From an optimization exercise on the open Yosys and OpenROAD flow, aimed at small area, a short achievable clock period and few clock cycles; shortcuts taken in it are not production practice. At most, simulation tests tie the RTL to the original design; equivalence was not proved. Function not checked in run 2: the RTL went through the layout flow alone. Power figures rest on the tool's default switching activity, not on a simulated workload.

[design/flow/config.mk]
export PLATFORM = sky130hd
export DESIGN_NAME = ice_rx
export DESIGN_NICKNAME = ice_rx
export VERILOG_FILES = /design/flow/design.v
export SDC_FILE = /design/flow/constraint.sdc
export NUM_CORES = 4
export LEC_CHECK = 0
export CAP_MARGIN = 20
export CORE_MARGIN = 2
export CORE_UTILIZATION = 60
export PLACE_DENSITY = 0.7
export SETUP_SLACK_MARGIN = 4.1
export SLEW_MARGIN = 20
[design/flow/constraint.sdc]
create_clock -name core_clock -period 6.5 [get_ports {clk}]
set_input_delay 1.3000 -clock core_clock [delete_from_list [all_inputs] [get_ports {clk}]]
set_output_delay 1.3000 -clock core_clock [all_outputs]
set_load 0.01 [all_outputs]
[design/flow/design.v]
module ice_rx (
    input  wire        clk,
    input  wire        rst,
    input  wire        in_valid,
    input  wire [7:0]  in_data,
    output wire        in_ready,
    output reg         bit_valid,
    output reg         bit_data,
    output wire        pay_valid,
    output wire [7:0]  pay_data,
    output reg         res_valid,
    output wire [1:0]  res_tag,
    output wire [3:0]  res_code,
    output wire [16:0] res_count,
    output wire [7:0]  res_f0,
    output wire [7:0]  res_f1,
    output wire [7:0]  res_f2,
    output wire [7:0]  res_f3,
    output wire [7:0]  res_f4,
    output wire [7:0]  res_decl
);
    localparam [1:0] TAG_UNREC = 2'd0, TAG_GOC = 2'd1, TAG_EIN = 2'd2, TAG_MBUS = 2'd3;
    localparam [1:0] P_IDLE = 2'd0, P_LEN_HI = 2'd1, P_LEN_LO = 2'd2, P_BODY = 2'd3;
    function [15:0] crc16_byte;
        input [15:0] c;
        input [7:0]  b;
        integer i;
        reg [15:0] x;
        begin
            x = c ^ {b, 8'h00};
            for (i = 0; i < 8; i = i + 1)
                x = x[15] ? ({x[14:0], 1'b0} ^ 16'h1021) : {x[14:0], 1'b0};
            crc16_byte = x;
        end
    endfunction
    assign in_ready = 1'b1;
    reg        v_q;
    reg [7:0]  d_q;
    reg        ws_q, wl_q, wst_q, wsp_q;    
    reg [1:0]  phase;
    reg [1:0]  chan;
    reg [15:0] r;            
    reg [16:0] c;            
    reg [7:0]  hdr0, hdr1, hdr2, hdr3, hdr4, decl;
    reg [15:0] ck;           
    reg [3:0]  code;         
    reg        last;         
    reg        pv;           
    reg        ng;           
    reg        eok;          
    reg        fst;          
    reg        hz;           
    reg        done;         
    assign res_tag   = chan;
    assign res_code  = code;
    assign res_count = c;
    assign res_f0    = hdr0;
    assign res_f1    = hdr1;
    assign res_f2    = hdr2;
    assign res_f3    = hdr3;
    assign res_f4    = hdr4;
    assign res_decl  = decl;
    assign pay_data  = d_q;
    wire is_goc  = (chan == TAG_GOC);
    wire is_ein  = (chan == TAG_EIN);
    wire is_mbus = (chan == TAG_MBUS);
    wire r_hi0   = (r[15:2] == 14'd0);
    wire r_is2   = r_hi0 & (r[1:0] == 2'd2);
    wire u       = &c[16:3];
    wire [2:0] cl = c[2:0];
    assign pay_valid = v_q & pv;
    wire pv_n = (is_ein  & ~r_is2 & (~c[16] | (u & cl == 3'd7))) |
                (is_mbus & ~r_hi0 & (~c[16] | (u & cl[2:1] == 2'b11)));
    wire [7:0] b = d_q;
    wire w_s  = hz & ws_q;
    wire w_l  = hz & wl_q;
    wire w_st = hz & wst_q;
    wire w_sp = hz & wsp_q;
    wire k_odd = c[0];
    wire      err = code[3] | code[2];
    reg       ev_err;
    reg [3:0] ev_code;
    reg       ev_bit;
    reg       ev_stop;
    always @(*) begin
        ev_err  = 1'b0;
        ev_code = 4'd0;
        ev_bit  = 1'b0;
        ev_stop = 1'b0;
        if (!eok) begin
            ev_err = 1'b1; ev_code = 4'd4;
        end else if (done) begin
            ev_err = 1'b1; ev_code = 4'd5;
        end else if (k_odd) begin
            if (!w_s) begin ev_err = 1'b1; ev_code = 4'd6; end
        end else if (!(w_s | w_l | w_st | w_sp)) begin
            ev_err = 1'b1; ev_code = 4'd6;
        end else if (fst) begin
            if (!w_st) begin ev_err = 1'b1; ev_code = 4'd8; end
        end else if (w_s | w_l) begin
            ev_bit = 1'b1;
        end else if (w_sp) begin
            ev_stop = 1'b1;
        end else begin
            ev_err = 1'b1; ev_code = 4'd8;
        end
    end
    wire        edge_byte = (r[1:0] == 2'd0);
    wire        word_end  = (r[1:0] == 2'd1);
    wire        z_q       = (b == 8'd0);
    wire        n_ng      = ng | (edge_byte & (b[7:1] != 7'd0));
    wire        n_err     = err | (word_end & ev_err);
    wire        n_done    = done | (word_end & ev_stop);
    wire [16:0] c_inc    = c + 17'd1;
    wire [16:0] l_p3     = {1'b0, hdr2, hdr1[7:2], 2'b11};    
    wire [12:0] nbits    = c[13:1] - 13'd1;
    wire        len_diff = (c[16:8] != 9'd0) | (c[7:0] != decl);
    wire [7:0]  sum_n    = ck[15:8] + b;
    wire [15:0] crc_n    = crc16_byte(ck, b);
    wire        ck_bad   = (b != ck[15:8]) | (ck[7:0] != 8'd0);
    wire [15:0] len      = {r[15:8], b};
    wire        short_e  = (len[15:2] == 14'd0);
    wire        short_m  = (len[15:3] == 13'd0);
    always @(posedge clk) begin
        v_q   <= in_valid & ~rst;
        d_q   <= in_data;
        ws_q  <= (in_data >= 8'd6)  & (in_data <= 8'd14);
        wl_q  <= (in_data >= 8'd26) & (in_data <= 8'd34);
        wst_q <= (in_data >= 8'd56) & (in_data <= 8'd64);
        wsp_q <= (in_data >= 8'd86) & (in_data <= 8'd94);
    end
    always @(posedge clk) begin
        begin
            res_valid <= 1'b0;
            bit_valid <= 1'b0;
            if (v_q) begin
                case (phase)
                P_IDLE: begin
                    hdr0 <= b;
                    if (b == 8'h47 || b == 8'h45 || b == 8'h4D) begin
                        chan  <= (b == 8'h47) ? TAG_GOC : (b == 8'h45) ? TAG_EIN : TAG_MBUS;
                        phase <= P_LEN_HI;
                    end else begin
                        chan      <= TAG_UNREC;
                        code      <= 4'd0;
                        c         <= 17'd1;
                        res_valid <= 1'b1;
                    end
                end
                P_LEN_HI: begin
                    r[15:8] <= b;
                    hdr2    <= b;
                    pv      <= 1'b0;
                    phase   <= P_LEN_LO;
                end
                P_LEN_LO: begin
                    r[7:0] <= b;
                    hdr1   <= b;
                    last   <= (len == 16'd1);
                    code   <= 4'd0;
                    done   <= 1'b0;
                    ck     <= is_ein ? 16'h0000 : 16'hFFFF;
                    case (chan)
                    TAG_GOC:  begin ng <= (b[1:0] != 2'd0); c <= (b[1:0] != 2'd0) ? 17'd4 : 17'd0; end
                    TAG_EIN:  begin ng <= short_e; c <= short_e ? 17'd1 : 17'h1FFFD; end
                    default:  begin ng <= short_m; c <= short_m ? 17'd1 : 17'h1FFF9; end
                    endcase
                    if (len == 16'd0) begin
                        phase     <= P_IDLE;
                        res_valid <= 1'b1;
                        c         <= 17'd0;
                        code      <= is_goc ? 4'd9 : 4'd1;
                    end else begin
                        phase <= P_BODY;
                    end
                end
                default: begin  
                    r    <= r - 16'd1;
                    last <= r_is2;
                    pv   <= pv_n & ~last;
                    ck   <= is_ein ? {sum_n, ck[7:0]} : crc_n;
                    if ((!is_goc || ng) && !last) c <= c_inc;
                    if (u) begin
                        if (is_ein) begin
                            if (cl == 3'd5) hdr0 <= b;
                            if (cl == 3'd6) hdr1 <= b;
                            if (cl == 3'd7) decl <= b;
                        end else begin
                            if (cl == 3'd1) hdr0 <= b;
                            if (cl == 3'd2) hdr1 <= b;
                            if (cl == 3'd3) hdr2 <= b;
                            if (cl == 3'd4) hdr3 <= b;
                            if (cl == 3'd5) hdr4 <= b;
                            if (cl == 3'd6) decl <= b;
                        end
                    end
                    if (is_goc) begin
                        ng <= n_ng;
                        if (edge_byte) begin
                            eok <= b[0] ^ c[0];
                            fst <= (c[13:0] == 14'd0);
                        end
                        if (r[1:0] == 2'd3) hz <= z_q;
                        if (r[1:0] == 2'd2) hz <= hz & z_q;
                        if (word_end) begin
                            if (!err) code <= ev_code;
                            done <= n_done;
                            if (!n_err) c <= c_inc;
                            if (!err && ev_bit) begin
                                bit_valid <= 1'b1;
                                bit_data  <= w_l;
                            end
                        end
                    end
                    if (last) begin
                        phase     <= P_IDLE;
                        res_valid <= 1'b1;
                        case (chan)
                        TAG_GOC: begin
                            if (n_ng) begin
                                chan <= TAG_UNREC;
                                c    <= (hdr1[1:0] != 2'd0) ? c : l_p3;
                                code <= 4'd0;
                            end else if (n_err) begin
                            end else if (!n_done) begin
                                code <= 4'd9;
                            end else begin
                                c    <= {4'd0, nbits};
                            end
                        end
                        default: begin
                            code <= 4'd0;
                            if (ng)            code <= 4'd1;
                            else if (len_diff) code <= 4'd2;
                            else if (ck_bad)   code <= 4'd3;
                        end
                        endcase
                    end
                end
                endcase
            end
        end
        if (rst) begin
            phase     <= P_IDLE;
            pv        <= 1'b0;
            res_valid <= 1'b0;
            bit_valid <= 1'b0;
        end
    end
endmodule
[design/flow/flow/run.sh]
#!/bin/bash
set -euo pipefail
bash standard.sh \
  "BUFFER_PORTS_ARGS=-buffer_cell sky130_fd_sc_hd__buf_1" \
  "MATCH_CELL_FOOTPRINT=0" \
  "CTS_ARGS=-sink_clustering_enable -repair_clock_nets -dont_use_dummy_load -sink_clustering_size 30 -sink_clustering_max_diameter 60 -buf_list sky130_fd_sc_hd__clkbuf_4 -root_buf sky130_fd_sc_hd__clkbuf_16" \
  finish > standard.log 2>&1
[design/flow/standard.sh]
#!/bin/bash
# synth_recipe.tcl (not shown) runs the flow's synth.tcl, then flattens the netlist and writes it again
# the make line also repeats each setting of config.mk as NAME=value (left out here)
make -C /OpenROAD-flow-scripts/flow DESIGN_CONFIG=/design/flow/config.mk WORK_HOME=/design/flow/orfs CLKGATE_MAP_FILE= SYNTH_SCRIPT=/design/flow/synth_recipe.tcl "${@:-finish}"
==> results of run 1 <==
through the flow:
stage	power, mW	setup slack, ps
2_1_floorplan	1.01	4050
3_3_place_gp	1.03	3510
3_5_place_dp	1.04	3280
4_1_cts	1.42	4100
5_1_grt	1.47	3980
6_report	1.42	4080
metal layers:
metal  wire, µm  vias to the layer above  global-route usage [%]
li1           -                     2630                       -
met3       1560                       72                    6.32
met5          0                        -                       0
met2       9260                      334                    46.9
met1       7830                     2800                    40.5
met4        793                        0                    12.6
cell families after synthesis:
| family | after synthesis |
|---|---|
| adder cells (fa/ha/maj) | 27 |
| AO/OA/AOI/OAI | 132 |
| buffers and inverters | 69 |
| XOR/XNOR | 67 |
| multiplexers | 5 |
| other | 1 |
| flip-flops | 128 |
| AND/OR/NAND/NOR | 229 |
where the power goes:
group	switching (mW)	internal (mW)	total (mW)
Combinational	0.0692	0.0474	0.117
Sequential	0.0194	0.899	0.918
Clock	0.247	0.143	0.390
flip-flops by register name (all words and copies together), names as in the netlist, 4 cells and up:
| signal | cells |
|---|---|
| hdr4 | 8 |
| code | 4 |
| hdr0 | 8 |
| hdr3 | 8 |
| d_q | 8 |
| hdr1 | 8 |
| decl | 8 |
| ck | 16 |
| c | 17 |
| hdr2 | 8 |
| r | 16 |
worst max path at each step:
stage                          startpoint                end  slack [ps]
CTS                       c[10]$_DFFE_PP_  code[1]$_DFFE_PP_        4100
global placement           d_q[3]$_DFF_P_     c[7]$_DFFE_PP_        3510
global route        phase[0]$_SDFFE_PP0P_   ck[12]$_DFFE_PP_        3980
finish                     c[9]$_DFFE_PP_  code[1]$_DFFE_PP_        4080
detailed placement         d_q[3]$_DFF_P_     c[7]$_DFFE_PP_        3280
floorplan                 c[10]$_DFFE_PP_  code[1]$_DFFE_PP_        4050
worst max-delay path, delay by kind of cell (launching register included):
kind	cells	cell delay [ps]
AOI/OAI and AO/OA	2	310
DFF	1	420
and+or+nand+nor	3	1460
what timing repair did:
action,CTS,global route
hold endpoints to repair,0,0
setup endpoints to repair,133,117
pin swaps,4,7
buffers inserted,22,15
cloned,0,1
gates resized for setup,41,40
synthesized netlist by cell type, drive strengths merged, types with 3 or more instances:
| master | count |
|---|---|
| nand3 | 16 |
| buf | 18 |
| or4 | 7 |
| clkbuf | 23 |
| nand4 | 5 |
| nor4 | 23 |
| o22ai | 5 |
| dfxtp | 18 |
| nand2b | 7 |
| o31a | 5 |
| o211ai | 5 |
| o21ai | 32 |
| ha | 26 |
| o21a | 4 |
| and2 | 5 |
| nor2b | 9 |
| xor2 | 20 |
| o41ai | 3 |
| and3 | 4 |
| nor3 | 28 |
| mux2i | 5 |
| nor3b | 5 |
| inv | 28 |
| xnor2 | 47 |
| a21oi | 39 |
| or3 | 8 |
| nand3b | 4 |
| a21o | 3 |
| a31oi | 4 |
| nand2 | 49 |
| nor2 | 53 |
| edfxtp | 110 |
| o221ai | 9 |
| o32ai | 3 |
final cells by class:
class	count	share of cell area, %
repair buffers	131	8.21
flip-flops and latches	128	45.3
multi-input cells	462	41.2
well taps	143	2.19
clock buffers	17	1.78
inverters	28	1.33
==> results.tsv, run 1 <==
stage	metric	value	unit
layout	final_util	71.5	%
setup_path	ff2ff_path_depth	5	
cts	cts_hold_buf	0	
synth	ys_ff_latch	128	
sta	slew_headroom	58.8	%
synth	synth_top_family_by_area	simple AND/OR/NAND/NOR gates	
cts	cts_root_buf	clkbuf_16	
flow_run	cap_violations	0	
min_path	hold_end	phase[1]$_SDFFE_PP0P_	
grt	grt_max_degree	34	
synth	syn_inst	658	
min_path	min-delay-start	phase[1]$_SDFFE_PP0P_	
synth	yosysSeqAreaShare	52.0	%
synth	synth_top_area_share	46.9	%
sta	period_needed	2420	ps
synth	synthesis.nets	696	
route	routed_via_density	6.42	
route	drc	0	
synth	synthMuxAreaShare	0.711	%
synth	yosys.area_share.simple	17.1	%
sta	rsz0062_at_grt	yes	
layout	area_growth	16.0	%
sta	period_share	37.3	%
grt	grt-ovfl-total	0	
setup_path	reg2reg_from	c[9]$_DFFE_PP_	
floorplanning	fp-row-count	39	
grt	grt_pass1_vias	5490	
layout	fin_area	8170	µm²
route	wl	19.4	mm
layout	fin_nets	806	
route	drt-initial-drc-count	709	
outcome	outcome	timing/DRC/antenna clean	
route	drt_pass1_iterations	6	
layout	n_fill_cell	829	
power_and_ir_drop	p_leak	2.66	nW
sta	finalMaxSlewViolations	0	
grt	grt_pass1_wl	29.0	mm
synth	synth_edf_count	110	
setup_path	worst_ep_required_time	6620	ps
layout	drive_gt1_share	15.9	%
cts	cts_tree	built	
sta	worst_pin_slew	616	ps
place	dp_cells	854	
setup_path	start_kind	flop	
cts	clkTransAtPathRegs	100	ps
cts	htreeDepth	4	
setup_path	end_kind	flop	
synth	synth_cell_types	70	
floorplanning	dieArea	12600	µm²
cts	clock-sinks	128	
power_and_ir_drop	ir_drop	0.141	mV
setup_path	slowest_delay	560	ps
synth	synthAdderAreaFrac	4.90	%
sta	fin_setup_tns	0	ps
cts	cts_buffers	17	
synth	synth-xor-area-share	8.33	%
synth	async_flop_share	0	%
setup_path	worst_path_most_repeated_cell	or4_4	
place	place_hpwl	13.1	mm
grt	grt_antenna_before_repair	0	
synth	yosys_warnings	1	
floorplanning	fp.dieH	112	µm
grt	grtUsageTotal	29.8	%
layout	multi_input_area	3360	µm²
power_and_ir_drop	p_per_area	175	nW/µm²
synth	synth.largest_area_cell	edfxtp_1	
synth	syn-cell-area	7040	µm²
synth	avgSynthCellArea	10.7	µm²
floorplanning	io_pins	95	
synth	ys.flop_type	edfxtp_1	
floorplanning	coreArea	11400	µm²
sta	fmax	413	MHz
route	wl_per_cell	21.4	µm
cts	clk_latency	380	ps
setup_path	path_class	reg2reg	
route	via_count	5836	
setup_path	cp_slowest_cell	or4_4	
sta	setup_viol	0	
sta	whs	516	ps
setup_path	regToRegEndpoint	code[1]$_DFFE_PP_	
route	postRouteAntennaNets	0	
layout	mostFrequentLayoutCells	edfxtp_1, buf_1, nand2_1	
setup_path	arrival	2550	ps
layout	seq_area	3700	µm²
sta	finalClockSkew	44.6	ps
min_path	min_path_cells	2	
layout	final_common_cell	edfxtp_1	
synth	synth_compound_area_share	12.2	%
layout	antenna_cells	0	
cts	clockBufferDepth	2	
floorplanning	start_util	61.7	%
floorplanning	die_w	112	µm
sta	hold_viol	0	
setup_path	worst-path-max-fanout	3	
layout	instances_no_fill	909	
place	port_buffers	93	
synth	synthTopCellsByArea	edfxtp_1, xnor2_1, dfxtp_1	
place	gp_congestion	0.966	
setup_path	r2r_slack	4080	ps
min_path	hold_class	reg2reg	
setup_path	crit_chain	or4_4, or3_4, or4_4, o2111ai_4, o31ai_2	
place	postPlaceCellArea	7370	µm²
Testbench counts, summed over its fixed seeds: cycles 66,736.
==> run 2: changes to the inputs <==
--- a/design/flow/design.v
+++ b/design/flow/design.v
@@ -22,3 +22,3 @@
     localparam [1:0] TAG_UNREC = 2'd0, TAG_GOC = 2'd1, TAG_EIN = 2'd2, TAG_MBUS = 2'd3;
-    localparam [1:0] P_IDLE = 2'd0, P_LEN_HI = 2'd1, P_LEN_LO = 2'd2, P_BODY = 2'd3;
+    localparam [3:0] P_IDLE = 4'b0001, P_LEN_HI = 4'b0010, P_LEN_LO = 4'b0100, P_BODY = 4'b1000;
     function [15:0] crc16_byte;
@@ -39,3 +39,3 @@
     reg        ws_q, wl_q, wst_q, wsp_q;    
-    reg [1:0]  phase;
+    reg [3:0]  phase;        
     reg [1:0]  chan;
@@ -136,4 +136,3 @@
             if (v_q) begin
-                case (phase)
-                P_IDLE: begin
+                if (phase[0]) begin
                     hdr0 <= b;
@@ -149,3 +148,3 @@
                 end
-                P_LEN_HI: begin
+                if (phase[1]) begin
                     r[15:8] <= b;
@@ -155,3 +154,3 @@
                 end
-                P_LEN_LO: begin
+                if (phase[2]) begin
                     r[7:0] <= b;
@@ -176,3 +175,3 @@
                 end
-                default: begin  
+                if (phase[3]) begin
                     r    <= r - 16'd1;
@@ -239,3 +238,2 @@
                 end
-                endcase
             end
==> design/flow/flow/run.sh (replaced) <==
#!/bin/bash
set -euo pipefail
bash standard.sh \
  "BUFFER_PORTS_ARGS=-buffer_cell sky130_fd_sc_hd__buf_1" \
  "MATCH_CELL_FOOTPRINT=0" \
  "CTS_ARGS=-sink_clustering_enable -repair_clock_nets -dont_use_dummy_load -sink_clustering_size 30 -sink_clustering_max_diameter 60 -buf_list sky130_fd_sc_hd__clkbuf_8" \
  finish > standard.log 2>&1
--- a/design/flow/config.mk
+++ b/design/flow/config.mk
@@ -11,3 +11,3 @@
 export PLACE_DENSITY = 0.7
-export SETUP_SLACK_MARGIN = 4.1
+export SETUP_SLACK_MARGIN = 4.0
 export SLEW_MARGIN = 20
==> run 2 against run 1 <==
- routed wire length grew 22%
- via count increased by 21%
- clock-buffer cell count unchanged
- die area grew 11%
- critical path type unchanged
- largest cell class is now multi-input gates
==> results.tsv, run 2 <==
stage	metric	value	unit
outcome	outcome	timing/DRC/antenna clean	
route	postRouteAntennaNets	0	
layout	instances_no_fill	1078	
synth	syn_inst	776	
route	via_count	7034	
setup_path	end_kind	flop	
synth	ys.flop_type	edfxtp_1	
layout	multi_input_area	4100	µm²
synth	ys_ff_latch	130	
synth	ys_top_cells_by_count	edfxtp_1, a21oi_1, nor2_1	
route	routed_via_density	6.53	
synth	syn-cell-area	7840	µm²
layout	fin_nets	942	
cts	clk_latency	460	ps
min_path	hold_class	reg2reg	
route	wl	23.7	mm
synth	async_flop_share	0	%
floorplanning	dieArea	14000	µm²
place	gp_congestion	0.973	
place	place_hpwl	15.4	mm
synth	synthTopCellsByArea	edfxtp_1, dfxtp_1, a21oi_1	
layout	seq_area	3730	µm²
synth	synth_cell_types	80	
layout	final_common_cell	edfxtp_1	
setup_path	arrival	2840	ps
grt	grt_pass1_vias	6367	
grt	grt-ovfl-total	0	
synth	yosysSeqAreaShare	47.3	%
layout	largest_reg_flops	17	
place	place_ws	3360	ps
route	drt_pass1_iterations	6	
layout	drive_gt1_share	21.0	%
sta	setup_viol	0	
place	dp_cells	989	
layout	n_fill_cell	974	
floorplanning	start_util	61.8	%
sta	slew_headroom	47.7	%
sta	setup_slack	3850	ps
power_and_ir_drop	p_leak	3.15	nW
cts	htreeDepth	4	
floorplanning	die_w	118	µm
grt	grtUsageTotal	32.8	%
power_and_ir_drop	p_per_area	173	nW/µm²
sta	hold_viol	0	
setup_path	worst-path-max-fanout	11	
sta	fin_setup_tns	0	ps
synth	synth_top_area_share	42.2	%
sta	finalClockSkew	25.4	ps
grt	grt_antenna_before_repair	0	
sta	worst_pin_slew	780	ps
synth	synth.largest_area_cell	edfxtp_1	
synth	yosys_warnings	1	
floorplanning	coreArea	12700	µm²
cts	cts_tree	built	
cts	clockBufferDepth	2	
route	drt-initial-drc-count	878	
layout	antenna_cells	0	
layout	top_regs	c: 17 flops, ck: 16 flops, r: 16 flops	
layout	largest_register	c	
route	drc	0	
synth	synthMostInstantiatedCell	edfxtp_1	
setup_path	start_kind	flop	
sta	period_needed	2650	ps
sta	period_share	40.8	%
grt	grt_max_degree	58	
cts	cts_buffers	17	
floorplanning	io_pins	95	
route	wl_per_cell	22.0	µm
cts	clkTransAtPathRegs	70	ps
power_and_ir_drop	ir_drop	0.213	mV
synth	synth_edf_count	110	
layout	mostFrequentLayoutCells	edfxtp_1, buf_1, buf_4	
synth	avgSynthCellArea	10.1	µm²
floorplanning	fp-row-count	41	
floorplanning	fp.dieH	118	µm
layout	area_growth	19.4	%
setup_path	worst_ep_required_time	6690	ps
place	port_buffers	93	
cts	cts_root_buf	clkbuf_8	
cts	clock-sinks	130	
grt	grt_pass1_wl	35.5	mm
synth	synthesis.nets	810	
sta	finalMaxSlewViolations	0	
setup_path	path_class	reg2reg	
sta	fmax	377	MHz
sta	rsz0062_at_grt	yes	
flow_run	cap_violations	0	
-- run 2: kinds of logic after synthesis --
kind of cell             count (synthesis)  share of synthesized area (%)
buffers and inverters                   78                           4.60
flip-flops                             130                           47.3
XOR/XNOR                                64                           7.15
AND/OR/NAND/NOR                        276                           18.5
multiplexers                            25                           3.58
AO/OA/AOI/OAI                          179                           15.1
adder cells (fa/ha/maj)                 23                           3.77
other                                    1                         0.0479
-- run 2: metrics by stage --
step,hold slack [ps],instance area [µm²],power (mW),util [%]
2_1_floorplan,492,7860,1.06,-
3_3_place_gp,567,8170,1.10,64.5
3_5_place_dp,576,8170,1.11,64.5
4_1_cts,590,8950,1.60,70.6
5_1_grt,595,9360,1.67,73.8
6_report,583,9360,1.62,73.8
-- run 2: final cells by class --
cell class / count / share of cell area [%]
Multi-Input combinational cell: 568 / 43.8
Sequential cell: 130 / 39.9
Timing Repair Buffer: 169 / 10.5
Clock buffer: 17 / 2.50
Tap cell: 172 / 2.30
Inverter: 22 / 0.963
-- run 2: worst max-delay path, cell delays in order, from the launching register on --
cell      delay [ps]
edfxtp_1         490
nand2b_1         250
o31ai_2          440
a21oi_1          210
o311ai_2         340
buf_4            240
nor3_1            70
or3_1            350
-- run 2: power by group --
| part | switching, mW | internal (mW) | total, mW | leakage, nW |
|---|---|---|---|---|
| sequential | 0.0294 | 0.921 | 0.951 | 1.18 |
| combinational | 0.103 | 0.0707 | 0.174 | 1.86 |
| clock | 0.268 | 0.229 | 0.498 | 0.122 |
| total | 0.401 | 1.22 | 1.62 | 3.15 |
-- run 2: worst paths after layout --
kind                                      from           endpoint  slack, ps  cells past startpoint
worst max-delay path            c[0]$_DFFE_PP_    c[16]$_DFFE_PP_       3850                      7
worst min-delay path            d_q[1]$_DFF_P_  hdr4[1]$_DFFE_PP_        580                      0
worst max register to register  c[0]$_DFFE_PP_    c[16]$_DFFE_PP_       3850                      7
worst min register to register  d_q[1]$_DFF_P_  hdr4[1]$_DFFE_PP_        580                      0
-- run 2: timing repair --
item                       in CTS  in global routing
resized for setup              51                 42
buffers inserted               42                 30
pin swaps                       3                 13
setup endpoints to repair     128                 53
hold buffers                    0                  0
-- run 2: per-layer routing --
metal	global-route usage (%)	wire length (µm)	vias to the layer above
met2	50.9	11300	417
met5	0	0	-
met3	7.43	2280	82
met1	44.5	9290	3382
met4	13.6	835	0
li1	-	-	3153

## static timing again, ports no longer ideal
The flow's constraints put no driver on any port. The routed layouts listed below were extracted and timed again, unchanged, in two steps.
Step 1: set_driving_cell puts a clkbuf_16 on clk and a buf_2 on each other input, an assumption about the parent block.
Step 2 also shifts input and output timing later by t, the mid clock arrival at the registers, as if the neighbouring blocks saw the same clock.
Slacks: ideal / step 1 / step 2; pairs: ideal / step 1.
run | t, ns | setup slack, ns | worst register clock-pin slew, ns | worst slew at a driven data input, ns
run 1 | 0.400 | 4.078 / 4.067 / 4.078 | 0.11 / 0.11 | 0.03
run 2 | 0.481 | 3.850 / 3.850 / 3.850 | 0.08 / 0.08 | 0.03
After both steps setup and hold are still met in every run listed.
